This design comes from an exercise in tuning for small area on the open sky130 flow, not from production work. The RTL was checked by simulation tests, not by an equivalence proof against the original design. No driver is modelled on the clock port, so clocking that relies on it looks cheaper here than on a real chip. No activity file was given, so power comes from the tool's default toggle rates.

## sp_parser
module sp_parser (
    input  wire        clk,
    input  wire        rst,         
    input  wire        in_valid,    
    input  wire [7:0]  in_byte,
    input  wire        json_ok,     
    output wire        st_valid,    
    output wire [7:0]  status,      
    output wire        pay_valid,   
    output wire [7:0]  pay_byte,
    output wire [1:0]  msg_state,   
    output wire [1:0]  msg_tag,     
    output wire [15:0] msg_props,
    output wire [15:0] msg_cmd,
    output wire [15:0] msg_plen,
    output wire        msg_stby,
    output wire [31:0] hb_epoch,
    output wire [31:0] hb_serial,
    output wire [15:0] hb_volt,
    output wire [7:0]  hb_temp,
    output wire [7:0]  hb_mode
);
Size in the first run: roughly 480 cells after synthesis, roughly 150 flip-flops, roughly 180 I/O pins, ~0.0065 sq mm of cells after synthesis.
export LEC_CHECK = 0
export CAP_MARGIN = 20
export CORE_MARGIN = 2
export CORE_UTILIZATION = 70
export SLEW_MARGIN = 20
create_clock -name core_clock -period 6.0 [get_ports {clk}]
standard.sh (not shown) runs the stock make flow with config.mk's settings and CLKGATE_MAP_FILE= SYNTH_SCRIPT=/design/flow/synth_recipe.tcl, a recipe that flattens the netlist after the stock synthesis.
==> flow/flow/run.sh <==
#!/bin/bash
set -euo pipefail
here=$(pwd)
PRE_GLOBAL_PLACE_TCL=$here/flow/pre_gpl.tcl POST_CTS_TCL=$here/flow/post_cts.tcl bash standard.sh \
  "REMOVE_ABC_BUFFERS=1" "SKIP_REPAIR_TIE_FANOUT=1" \
  "BUFFER_PORTS_ARGS=-outputs -buffer_cell sky130_fd_sc_hd__buf_1" \
  "CTS_ARGS=-sink_clustering_enable -repair_clock_nets -dont_use_dummy_load -buf_list sky130_fd_sc_hd__clkbuf_4 -root_buf sky130_fd_sc_hd__clkbuf_8 -sink_clustering_size 20 -sink_clustering_max_diameter 40" \
  finish > flow_standard.log 2>&1
==> flow/flow/post_cts.tcl <==
set limit 0.110
set bigger sky130_fd_sc_hd__clkbuf_8
estimate_parasitics -placement
set n 0
foreach inst [get_cells *] {
  set m [get_property $inst ref_name]
  if {![string match sky130_fd_sc_hd__clkbuf_4 $m] && ![string match sky130_fd_sc_hd__clkbuf_2 $m]} continue
  set worst 0
  foreach opin [get_pins -of_objects $inst -filter "direction == output"] {
    set net [get_nets -of_objects $opin]
    foreach p [get_pins -of_objects $net -filter "direction == input"] {
      foreach rf {rise fall} {
        set s [get_property $p slew_max_$rf]
        if {$s > $worst} {set worst $s}
      }
    }
  }
  if {$worst > $limit} {
    replace_cell $inst $bigger
    incr n
  }
}
puts "post_cts: upsized $n clock buffers to $bigger"
estimate_parasitics -placement
==> flow/flow/pre_gpl.tcl <==
# Before global placement: buffer the input ports with a mid-size buffer
# (they drive many loads), kept through the buffer removal that follows;
# the output ports are buffered by the flow itself.
buffer_ports -inputs -buffer_cell sky130_fd_sc_hd__buf_4
foreach inst [get_cells input*] { set_dont_touch $inst }
Then changed:
==> flow/flow/run.sh (replaced) <==
#!/bin/bash
set -euo pipefail
here=$(pwd)
POST_CTS_TCL=$here/flow/post_cts.tcl bash standard.sh \
  "BUFFER_PORTS_ARGS=-buffer_cell sky130_fd_sc_hd__buf_1" \
  "CTS_ARGS=-sink_clustering_enable -repair_clock_nets -dont_use_dummy_load -buf_list sky130_fd_sc_hd__clkbuf_4 -root_buf sky130_fd_sc_hd__clkbuf_8 -sink_clustering_size 20 -sink_clustering_max_diameter 40" \
  finish > flow_standard.log 2>&1
removed: flow/flow/pre_gpl.tcl
What happened: Via count went up by 2.3%; routed wire length rises by about 1.1%; synthesized cell count is unchanged; synthesized area is unchanged; setup slack is better by 0.066 ns.

---

sp_parser, a different RTL version from the one above (not shown whole).
For scale: roughly 510 cells after synthesis, ~6700 um^2 of cells after synthesis.
clock: 6.0 ns
lec_check: 0
cap_margin: 20
core_margin: 2
core_utilization: 65
gpl_timing_driven: 0
slew_margin: 20
==> flow/flow/run.sh <==
#!/bin/bash
set -euo pipefail
bash standard.sh \
  "BUFFER_PORTS_ARGS=-buffer_cell sky130_fd_sc_hd__buf_1" \
  "CTS_ARGS=-sink_clustering_enable -repair_clock_nets -dont_use_dummy_load -buf_list sky130_fd_sc_hd__clkbuf_8 -sink_clustering_size 30 -sink_clustering_max_diameter 80" \
  finish > flow_standard.log 2>&1
The first run passed the timing, design-rule and antenna checks.
Then changed:
==> flow/flow/run.sh (replaced) <==
#!/bin/bash
set -euo pipefail
here=$(pwd)
POST_CTS_TCL=$here/flow/post_cts.tcl bash standard.sh \
  "BUFFER_PORTS_ARGS=-buffer_cell sky130_fd_sc_hd__buf_1" \
  "CTS_ARGS=-sink_clustering_enable -repair_clock_nets -dont_use_dummy_load -buf_list sky130_fd_sc_hd__clkbuf_4 -root_buf sky130_fd_sc_hd__clkbuf_8 -sink_clustering_size 20 -sink_clustering_max_diameter 40" \
  finish > flow_standard.log 2>&1
==> flow/flow/post_cts.tcl (new file) <==
set limit 0.110
set bigger sky130_fd_sc_hd__clkbuf_8
estimate_parasitics -placement
set n 0
foreach inst [get_cells *] {
  set m [get_property $inst ref_name]
  if {![string match sky130_fd_sc_hd__clkbuf_4 $m] && ![string match sky130_fd_sc_hd__clkbuf_2 $m]} continue
  set worst 0
  foreach opin [get_pins -of_objects $inst -filter "direction == output"] {
    set net [get_nets -of_objects $opin]
    foreach p [get_pins -of_objects $net -filter "direction == input"] {
      foreach rf {rise fall} {
        set s [get_property $p slew_max_$rf]
        if {$s > $worst} {set worst $s}
      }
    }
  }
  if {$worst > $limit} {
    replace_cell $inst $bigger
    incr n
  }
}
puts "post_cts: upsized $n clock buffers to $bigger"
estimate_parasitics -placement
- CORE_UTILIZATION: 65 -> 78
- GPL_TIMING_DRIVEN: 0 -> unset
Routed wire length increases by 17%.
Utilization increases by 12 points.
Fmax decreases by 0.96%.
Via count increases by 6.2%.
Sequential power hardly moves.
Critical path depth increases by 1.
Clock power decreases by 20%.

---

The RTL this note starts from:
==> flow/design.v <==
module sp_parser (
    input  wire        clk,
    input  wire        rst,         
    input  wire        in_valid,    
    input  wire [7:0]  in_byte,
    input  wire        json_ok,     
    output wire        st_valid,    
    output wire [7:0]  status,      
    output wire        pay_valid,   
    output wire [7:0]  pay_byte,
    output wire [1:0]  msg_state,   
    output wire [1:0]  msg_tag,     
    output wire [15:0] msg_props,
    output wire [15:0] msg_cmd,
    output wire [15:0] msg_plen,
    output wire        msg_stby,
    output wire [31:0] hb_epoch,
    output wire [31:0] hb_serial,
    output wire [15:0] hb_volt,
    output wire [7:0]  hb_temp,
    output wire [7:0]  hb_mode
);
    localparam [1:0] TAG_SAR  = 2'd1;
    localparam [1:0] TAG_STBY = 2'd2;
    localparam [1:0] TAG_HB   = 2'd3;
    reg        r_st_valid;
    reg        r_pay_valid;
    reg  [7:0] r_pay_byte;
    reg        m_valid;         
    reg        m_cinv;          
    reg        ez, ex, ey;
    reg  [3:0] idx;             
    reg  [1:0] tag;             
    reg        hck_hi;          
    reg [10:0] acc;             
    reg [15:0] pck;             
    reg [15:0] props;
    reg  [7:0] sh [0:10];       
    wire       push    = in_valid;
    wire       scan    = (idx[3:1] == 3'd0);
    wire       is_sig  = (in_byte == 8'h54);
    wire       in_pay  = (idx == 4'd12);
    wire       at_cmd  = (idx == 4'd9);
    wire       at_len  = (idx == 4'd11);
    wire       is_hb   = (tag == TAG_HB);
    wire [1:0] code    = (in_byte == 8'h03) ? TAG_SAR  :
                         (in_byte == 8'h05) ? TAG_STBY :
                         (in_byte == 8'h08) ? TAG_HB   : 2'd0;
    wire       cmd_bad = !((in_byte == 8'hFF) && (tag != 2'd0));
    wire [10:0] acc_sub = acc - (in_pay ? 11'd1 : {3'd0, in_byte});
    wire [15:0] pck_sub = pck - {8'd0, in_byte};
    wire [15:0] len    = {in_byte, sh[0]};
    wire       len_bad = (tag == TAG_STBY) ? (len != 16'd1) :
                         is_hb             ? (len != 16'd15) :
                                             (len > 16'd1012);
    wire       acc_lo0 = (acc_sub[3:0] == 4'd0);
    wire       acc_hi0 = (acc_sub[10:4] == 7'd0);
    wire       hck_bad = hck_hi || !(acc_lo0 && acc_hi0);
    wire       hdr_bad = len_bad || hck_bad;
    wire       len_zero = (len == 16'd0);
    wire       done_hdr = at_len && !hdr_bad && len_zero;
    wire       done_pay = in_pay && acc_lo0 && (is_hb || acc_hi0);
    wire       done     = done_hdr || done_pay;
    wire       pck_ok   = (pck_sub == 16'd0);
    wire       sh_pay   = in_pay && ((tag == TAG_STBY) ||
                                     (is_hb && (acc[3] || acc[2])));
    wire       sh_en    = (idx[3:1] == 3'd5) || sh_pay;
    always @(posedge clk) begin
        r_pay_byte <= in_byte;
        if (rst) begin
            r_st_valid  <= 1'b0;
            r_pay_valid <= 1'b0;
            m_valid     <= 1'b0;
            m_cinv      <= 1'b0;
            ez          <= 1'b0;
            ex          <= 1'b0;
            ey          <= 1'b0;
            idx         <= 4'd0;
        end else begin
            r_st_valid  <= push;
            r_pay_valid <= push && in_pay;
            if (push) begin
                m_valid <= 1'b0;
                m_cinv  <= 1'b0;
                ez      <= 1'b0;
                ex      <= 1'b0;
                ey      <= 1'b0;
                if (scan) begin
                    if (is_sig) begin
                        idx <= idx + 4'd1;
                    end else begin
                        idx <= 4'd0;
                        ez  <= 1'b1;
                    end
                end else if (at_cmd && cmd_bad) begin
                    idx <= 4'd0;
                    ez  <= 1'b1;
                    ey  <= 1'b1;
                end else if (at_len && hdr_bad) begin
                    idx <= 4'd0;
                    ex  <= len_bad;
                    ey  <= hck_bad;
                end else if (done) begin
                    idx <= 4'd0;
                    if (!pck_ok) begin
                        ez <= 1'b1;
                        ex <= 1'b1;
                    end else if (tag == TAG_SAR && !json_ok)
                        m_cinv <= 1'b1;
                    else
                        m_valid <= 1'b1;
                end else if (!in_pay) begin
                    idx <= idx + 4'd1;
                end
            end
        end
    end
    integer k;
    always @(posedge clk) begin
        if (push) begin
            case (idx)
                4'd2: acc[7:0]  <= in_byte;
                4'd3: begin
                    acc[10:8] <= in_byte[2:0];
                    hck_hi    <= (in_byte[7:3] != 5'd0);
                end
                4'd4: pck[7:0]  <= in_byte;
                4'd5: pck[15:8] <= in_byte;
                4'd6: props[7:0]  <= in_byte;
                4'd7: props[15:8] <= in_byte;
                4'd8: tag <= code;
                4'd11: acc <= {1'b0, in_byte[1:0], sh[0]};
                default: ;
            endcase
            if ((idx >= 4'd6 && idx <= 4'd10) || in_pay)
                acc <= acc_sub;
            if (in_pay)
                pck <= pck_sub;
            if (sh_en) begin
                sh[0] <= in_byte;
                for (k = 1; k < 11; k = k + 1)
                    sh[k] <= sh[k-1];
            end
            if (sh_pay)
                {acc[10:4], hck_hi} <= sh[10];
        end
    end
    wire [7:0] hb_b0 = {acc[10:4], hck_hi};
    assign st_valid  = r_st_valid;
    assign pay_valid = r_pay_valid;
    assign pay_byte  = r_pay_byte;
    assign status    = {1'b0, m_cinv, ez & ex, !ez & ey, !ez & ex,
                        ez & ey, ez & !ex & !ey, m_valid};
    assign msg_state = {m_valid | m_cinv, m_cinv};
    assign msg_tag   = m_valid ? tag : 2'd0;
    assign msg_props = props;
    assign msg_cmd   = {8'hFF, 4'h0, is_hb, tag == TAG_STBY,
                        tag == TAG_SAR, !is_hb};
    assign msg_plen  = (tag == TAG_SAR)  ? {6'd0, sh[0][1:0], sh[1]} :
                       (tag == TAG_STBY) ? 16'd1 : 16'd15;
    assign msg_stby  = (sh[0] != 8'd0);
    assign hb_epoch  = {sh[8], sh[9], sh[10], hb_b0};
    assign hb_serial = {sh[4], sh[5], sh[6], sh[7]};
    assign hb_volt   = {sh[2], sh[3]};
    assign hb_temp   = sh[1];
    assign hb_mode   = sh[0];
endmodule
==> flow/config.mk <==
export PLATFORM = sky130hd
export DESIGN_NAME = sp_parser
export DESIGN_NICKNAME = sp_parser
export VERILOG_FILES = /design/flow/design.v
export SDC_FILE = /design/flow/constraint.sdc
export NUM_CORES = 4
export LEC_CHECK = 0
export CAP_MARGIN = 20
export CORE_MARGIN = 2
export CORE_UTILIZATION = 40
export CTS_BUF_LIST = sky130_fd_sc_hd__clkbuf_8
export CTS_CLUSTER_DIAMETER = 100
export CTS_CLUSTER_SIZE = 30
export SLEW_MARGIN = 20
==> flow/constraint.sdc <==
create_clock -name core_clock -period 6.0 [get_ports {clk}]
set_input_delay 1.2000 -clock core_clock [delete_from_list [all_inputs] [get_ports {clk}]]
set_output_delay 1.2000 -clock core_clock [all_outputs]
set_load 0.01 [all_outputs]
run.sh (not shown) runs the stock make flow with config.mk's settings and CLKGATE_MAP_FILE= SYNTH_SCRIPT=/design/flow/synth_recipe.tcl, a recipe that flattens the netlist after the stock synthesis.
Stock flow here: none of the scripts above is used.
Rerun with:
==> flow/flow/run.sh (new file) <==
#!/bin/bash
set -euo pipefail
bash standard.sh \
  "BUFFER_PORTS_ARGS=-buffer_cell sky130_fd_sc_hd__buf_1" \
  "CTS_ARGS=-sink_clustering_enable -repair_clock_nets -dont_use_dummy_load -buf_list sky130_fd_sc_hd__clkbuf_8 -sink_clustering_size 30 -sink_clustering_max_diameter 80" \
  finish > flow_standard.log 2>&1
==> flow/standard.sh (new file) <==
#!/bin/bash
# synth_recipe.tcl (not shown) runs the flow's synth.tcl, then flattens the netlist and writes it again
# the make line also repeats each setting of config.mk as NAME=value (left out here)
make -C /OpenROAD-flow-scripts/flow DESIGN_CONFIG=/design/flow/config.mk WORK_HOME=/design/flow/orfs CLKGATE_MAP_FILE= SYNTH_SCRIPT=/design/flow/synth_recipe.tcl "${@:-finish}"
Settings changed: CORE_UTILIZATION 40 to 65, CTS_BUF_LIST sky130_fd_sc_hd__clkbuf_8 to unset, CTS_CLUSTER_DIAMETER 100 to unset, CTS_CLUSTER_SIZE 30 to unset.
removed: flow/run.sh
Wire length decreases by 9.6%.
Via count increases by 2.3%.
Die area decreases by 37%.
Total power decreases by 9.2%.
Non-clock buffer count decreases by 1.
Setup slack is worse by 0.091 ns.
Clock skew increases by 0.014 ns.
Hold slack is worse by 0.012 ns.
Final area decreases by 13%.
Flip-flop and latch count stays the same.
Rerun with:
==> flow/flow/run.sh (replaced) <==
#!/bin/bash
set -euo pipefail
bash standard.sh "BUFFER_PORTS_ARGS=-buffer_cell sky130_fd_sc_hd__buf_1" finish > flow_standard.log 2>&1
Settings changed: CORE_UTILIZATION 65 to 40.
Total power climbs by 30%.
Fmax came out lower by 0.77%.
Combinational power is about the same.
Flip-flop and latch count does not change.
Wire length increases by 5.5%.
Count of clock-buffer cells in the layout stays the same.

what the ideal ports hide:
The flow's constraints put no driver on any port. The routed layouts listed below were extracted and timed again, unchanged, in two steps.
Step 1 (the two cells are an assumption about what drives the block):
set clk [get_ports {clk}]
set_driving_cell -lib_cell sky130_fd_sc_hd__clkbuf_16 $clk
set_driving_cell -lib_cell sky130_fd_sc_hd__buf_2 [delete_from_list [all_inputs] $clk]
Step 2 times the ports against the registers' clock, not the clock port: input delays grow and output delays shrink by t, the midpoint of the rising clock arrivals with the driver on.
a / b / c = ideal / step 1 / step 2; a / b = the first two.
| run | t, ns | setup WS [ns] | hold WS [ns] | latest minus earliest clock arrival (ns) | slew at the worst register clock pin (ns) |
|---|---|---|---|---|---|
| the first run of note 1 | 0.423 | 0.487 / 0.487 / 0.089 | 0.431 / 0.431 / 0.431 | 0.031 / 0.031 | 0.11 / 0.11 |
| the second run of note 1 | 0.429 | 0.553 / 0.553 / 0.180 | 0.433 / 0.433 / 0.433 | 0.033 / 0.034 | 0.11 / 0.11 |
| the first run of note 2 | 0.480 | 0.364 / 0.370 / -0.100 | 0.433 / 0.433 / 0.433 | 0.025 / 0.025 | 0.08 / 0.08 |
| the second run of note 2 | 0.450 | 0.309 / 0.309 / 0.204 | 0.425 / 0.425 / 0.425 | 0.031 / 0.031 | 0.11 / 0.11 |
| the first run of note 3 | 0.485 | 1.425 / 1.425 / 1.001 | 0.450 / 0.450 / 0.450 | 0.012 / 0.012 | 0.09 / 0.09 |
| the second run of note 3 | 0.458 | 1.334 / 1.334 / 1.180 | 0.438 / 0.438 / 0.438 | 0.026 / 0.026 | 0.08 / 0.08 |
| the third run of note 3 | 0.462 | 1.297 / 1.297 / 1.210 | 0.444 / 0.444 / 0.444 | 0.010 / 0.010 | 0.07 / 0.07 |
Met with ideal ports but missed after step 2: setup timing in the first run of note 2. The setup slack of the first run of note 2, which loses most, moves by +0.006 ns with the drivers and by -0.464 ns with both steps.
